This design comes from an exercise in tuning for small area, a short achievable clock period and few clock cycles on the open sky130 flow, not from production work. Function was checked by simulation only, so behaviour that the tests miss may differ from the original.

==> inputs of branch fjord <==
// rio_fbdec
module rio_fbdec (
    input  wire         clk,
    input  wire         rst,         
    input  wire         in_valid,
    output wire         in_ready,
    input  wire         fb_type,     
    input  wire [31:0]  raw,         
    input  wire [127:0] scale,       
    output reg          out_valid,
    output wire [127:0] pos_fb,      
    output reg  [63:0]  count,       
    output reg  [31:0]  old_count    
);
==> module rio_fbdec, before the edit <==
module rio_fbdec (
    input  wire         clk,
    input  wire         rst,         
    input  wire         in_valid,
    output wire         in_ready,
    input  wire         fb_type,     
    input  wire [31:0]  raw,         
    input  wire [127:0] scale,       
    output reg          out_valid,
    output wire [127:0] pos_fb,      
    output reg  [63:0]  count,       
    output reg  [31:0]  old_count    
);
    localparam S_IDLE = 2'd0;
    localparam S_PREP = 2'd1;
    localparam S_DIV  = 2'd2;
    reg [1:0]   state;
    reg [7:0]   left;        
    reg         first;       
    reg         started;     
    reg         typ;         
    reg         dsign;       
    reg [127:0] dreg;        
    reg [126:0] rem;         
    reg [126:0] q;           
    reg         neg;         
    reg         sat;         
    wire last_step = (state == S_DIV) && !first && (left == 8'd1);
    assign in_ready = (state == S_IDLE) || last_step;
    wire accept = in_valid && in_ready;
    wire [31:0] opnd   = rem[31:0];              
    wire [63:0] add_a  = typ ? count : 64'd0;
    wire [63:0] add_b  = typ ? {{32{opnd[31]}}, opnd}
                             : {32'd0, opnd ^ {32{opnd[31]}}};
    wire [63:0] sum    = add_a + add_b + {63'd0, ~typ & opnd[31]};
    wire [62:0] m      = sum[62:0] ^ {63{sum[63]}};    
    wire        dzero  = ~dsign && (dreg == 128'd0);
    wire         shin   = first & typ;
    wire [127:0] rem_sh = {rem, shin};
    wire [128:0] trial  = {1'b0, rem_sh} + {1'b0, ~dreg} + {128'd0, ~dsign};
    wire         qbit   = trial[128];
    wire [127:0] remx = {1'b0, rem};
    wire [31:0]  rnz, dnz;
    genvar g;
    generate
        for (g = 0; g < 32; g = g + 1) begin : g_nz
            assign rnz[g] = |remx[4*g+3:4*g];
            assign dnz[g] = |dreg[4*g+3:4*g];
        end
    endgenerate
    wire [34:0] dab;         
    assign dab[34:32] = 3'b000;
    generate
        for (g = 31; g >= 0; g = g - 1) begin : g_dab
            assign dab[g] = dab[g+1] | dnz[g];
        end
    endgenerate
    wire skip_ok = ~|(rnz & ~dab[34:3]);
    wire skip = !first && !started && skip_ok && (left > 8'd8);
    wire [127:0] qmag = {1'b0, q};
    wire [127:0] qneg = (qmag ^ {128{neg}}) + {127'd0, neg};
    assign pos_fb = sat ? {neg, {127{~neg}}} : qneg;
    always @(posedge clk) begin
        if (rst) begin
            state     <= S_IDLE;
            out_valid <= 1'b0;
            count     <= 64'd0;
            old_count <= 32'd0;
            q         <= 127'd0;
            neg       <= 1'b0;
            sat       <= 1'b0;
        end else begin
            out_valid <= 1'b0;
            case (state)
                S_PREP: begin
                    if (typ) begin
                        count     <= sum;
                        old_count <= rem[63:32];
                    end
                    rem     <= {64'd0, m};
                    neg     <= (typ ? sum[63] : opnd[31]) ^ dsign;
                    sat     <= 1'b0;
                    q       <= 127'd0;
                    dreg[64] <= dreg[64] | dzero;
                    left    <= 8'd127;
                    first   <= 1'b1;
                    started <= 1'b0;
                    state   <= S_DIV;
                end
                S_DIV: begin
                    first <= 1'b0;
                    if (first) begin
                        rem <= rem_sh[126:0];
                        if (qbit) begin
                            sat       <= 1'b1;
                            out_valid <= 1'b1;
                            state     <= S_IDLE;
                        end
                    end else if (skip) begin
                        rem  <= {rem[118:0], 8'd0};
                        left <= left - 8'd8;
                    end else begin
                        rem     <= qbit ? trial[126:0] : rem_sh[126:0];
                        q       <= {q[125:0], qbit};
                        started <= started | qbit;
                        left    <= left - 8'd1;
                        if (left == 8'd1) begin
                            out_valid <= 1'b1;
                            state     <= S_IDLE;
                        end
                    end
                end
                default: state <= S_IDLE;
            endcase
            if (accept) begin
                dreg      <= scale ^ {128{scale[127]}};
                dsign     <= scale[127];
                typ       <= fb_type;
                rem[31:0] <= fb_type ? raw - old_count : raw;
                rem[63:32] <= raw;
                state     <= S_PREP;
            end
        end
    end
endmodule
Settings: LEC_CHECK=0, CAP_MARGIN=20, CORE_MARGIN=2, CORE_UTILIZATION=40, SLEW_MARGIN=20; clock period 8.0 ns.
run.sh (not shown) runs the stock make flow with config.mk's settings and CLKGATE_MAP_FILE= SYNTH_SCRIPT=/design/flow/synth_recipe.tcl, a recipe that flattens the netlist after the stock synthesis.
==> branch yarrow (differences from branch fjord) <==
==> flow/design.v (replaced) <==
module rio_fbdec (
    input  wire         clk,
    input  wire         rst,         
    input  wire         in_valid,
    output wire         in_ready,
    input  wire         fb_type,     
    input  wire [31:0]  raw,         
    input  wire [127:0] scale,       
    output reg          out_valid,
    output reg  [127:0] pos_fb,      
    output reg  [63:0]  count,       
    output reg  [31:0]  old_count    
);
    localparam [127:0] FX_ONE = 128'h1_0000_0000_0000_0000;
    localparam [127:0] FX_MAX = {1'b0, {127{1'b1}}};
    localparam [127:0] FX_MIN = {1'b1, 127'd0};
    localparam S_IDLE = 2'd0;
    localparam S_DIV  = 2'd1;
    localparam S_FIN  = 2'd2;
    reg [1:0]   state;
    reg [7:0]   iter;
    reg [127:0] dmag;        
    reg [128:0] rem;         
    reg [191:0] quo;         
    reg         neg;         
    assign in_ready = (state == S_IDLE);
    wire accept = in_valid && in_ready;
    wire [31:0]  diff      = raw - old_count;                  
    wire [63:0]  count_new = count + {{32{diff[31]}}, diff};   
    wire [127:0] num_a = fb_type ? {count_new, 1'b1, 63'd0}
                                 : {{32{raw[31]}}, raw, 64'd0};
    wire [127:0] num_mag = num_a[127] ? (~num_a + 128'd1) : num_a;
    wire [127:0] div_s   = (scale == 128'd0) ? FX_ONE : scale;   
    wire [127:0] div_mag = div_s[127] ? (~div_s + 128'd1) : div_s;
    wire [128:0] rem_sh = {rem[127:0], quo[191]};
    wire [129:0] trial  = {1'b0, rem_sh} - {2'b00, dmag};
    wire         q_bit  = ~trial[129];
    wire [191:0] q = quo;
    reg  [127:0] result;
    always @(*) begin
        if (!neg) begin
            if (q[191:127] != 65'd0) result = FX_MAX;
            else                     result = q[127:0];
        end else begin
            if (q[191:128] != 64'd0 || (q[127] && q[126:0] != 127'd0))
                result = FX_MIN;
            else
                result = ~q[127:0] + 128'd1;
        end
    end
    always @(posedge clk) begin
        if (rst) begin
            state     <= S_IDLE;
            out_valid <= 1'b0;
            pos_fb    <= 128'd0;
            count     <= 64'd0;
            old_count <= 32'd0;
        end else begin
            out_valid <= 1'b0;
            case (state)
                S_IDLE: begin
                    if (accept) begin
                        if (fb_type) begin
                            count     <= count_new;
                            old_count <= raw;
                        end
                        dmag  <= div_mag;
                        neg   <= num_a[127] ^ div_s[127];
                        rem   <= 129'd0;
                        quo   <= {num_mag, 64'd0};
                        iter  <= 8'd0;
                        state <= S_DIV;
                    end
                end
                S_DIV: begin
                    rem  <= q_bit ? trial[128:0] : rem_sh;
                    quo  <= {quo[190:0], q_bit};
                    iter <= iter + 8'd1;
                    if (iter == 8'd191)
                        state <= S_FIN;
                end
                S_FIN: begin
                    pos_fb    <= result;
                    out_valid <= 1'b1;
                    state     <= S_IDLE;
                end
                default: state <= S_IDLE;
            endcase
        end
    end
endmodule
==> results.txt <==
- After synthesis the netlist holds a flip-flop and latch count of 494.
- Of the total standard cell area in the layout, the sequential portion is 24.7%.
- The top cell types in the final layout, fill and taps aside, are 678 x sky130_fd_sc_hd__nand2_1, 670 x sky130_fd_sc_hd__a21oi_1, 386 x sky130_fd_sc_hd__clkdlybuf4s50_1.
- Summing the areas of all xor and xnor instances in the mapped netlist gives 11.8% of the synthesized area.
- The count of placed standard cells including taps is 7,091.
- The most numerous cell type found on the critical path is sky130_fd_sc_hd__nand3_1.
- After detailed routing, the number of vias per cell comes to 6.06.
- The last weighted congestion value of the routability-driven placer is 0.995.
- The flow ran to the end and the layout has no timing, DRC or antenna violations.
[end of results for branch fjord]
==> results.txt <==
- The run finished with no timing, DRC or antenna violations.
- The cell seen most often among critical-path stages is sky130_fd_sc_hd__buf_4.
- In this run, synthesis produced a sequential element count of 684.
- Leaving out fill and tap cells, the most frequent cells in the layout are 677 x sky130_fd_sc_hd__nand2_1, 518 x sky130_fd_sc_hd__nor2_1, 491 x sky130_fd_sc_hd__a21oi_1.
- Of the total standard cell area in the layout, the sequential portion is 32.3%.
- Dividing the detail-routed via count by the number of cells gives 5.70.
- Including well taps, the total number of placed cells is 7,348.
[end of results for branch yarrow]
Testbench counts of branch fjord, summed over its fixed seeds: cycles 35,719.
Testbench counts of branch yarrow, summed over its fixed seeds: cycles 74,496.

port drivers added, routing unchanged:
The results above use ideal ports. As a check the final layouts listed here were re-extracted and re-timed, cells and wires unchanged.
Step 1 sets driving cells, clkbuf_16 on the clock port and buf_2 on the other inputs (assumed; they add their load-dependent delay and slew).
Step 2 times the ports against the registers' clock, not the clock port: input delays grow and output delays shrink by t, the midpoint of the rising clock arrivals with the driver on.
Three values: no drivers, after step 1, after step 2; two values: the first two.
run | t, ns | setup WS [ns] | latest minus earliest clock arrival (ns) | worst data-port slew with drivers (ns)
branch fjord | 0.718 | 0.395 / 0.319 / 1.036 | 0.039 / 0.039 | 0.19
branch yarrow | 0.731 | 0.396 / 0.446 / -0.285 | 0.059 / 0.058 | 0.15
With both steps, setup timing fails in branch yarrow, where it was met with ideal ports. For branch yarrow, which loses most, drivers alone change the setup slack by +0.050 ns; drivers and shift together by -0.681 ns.
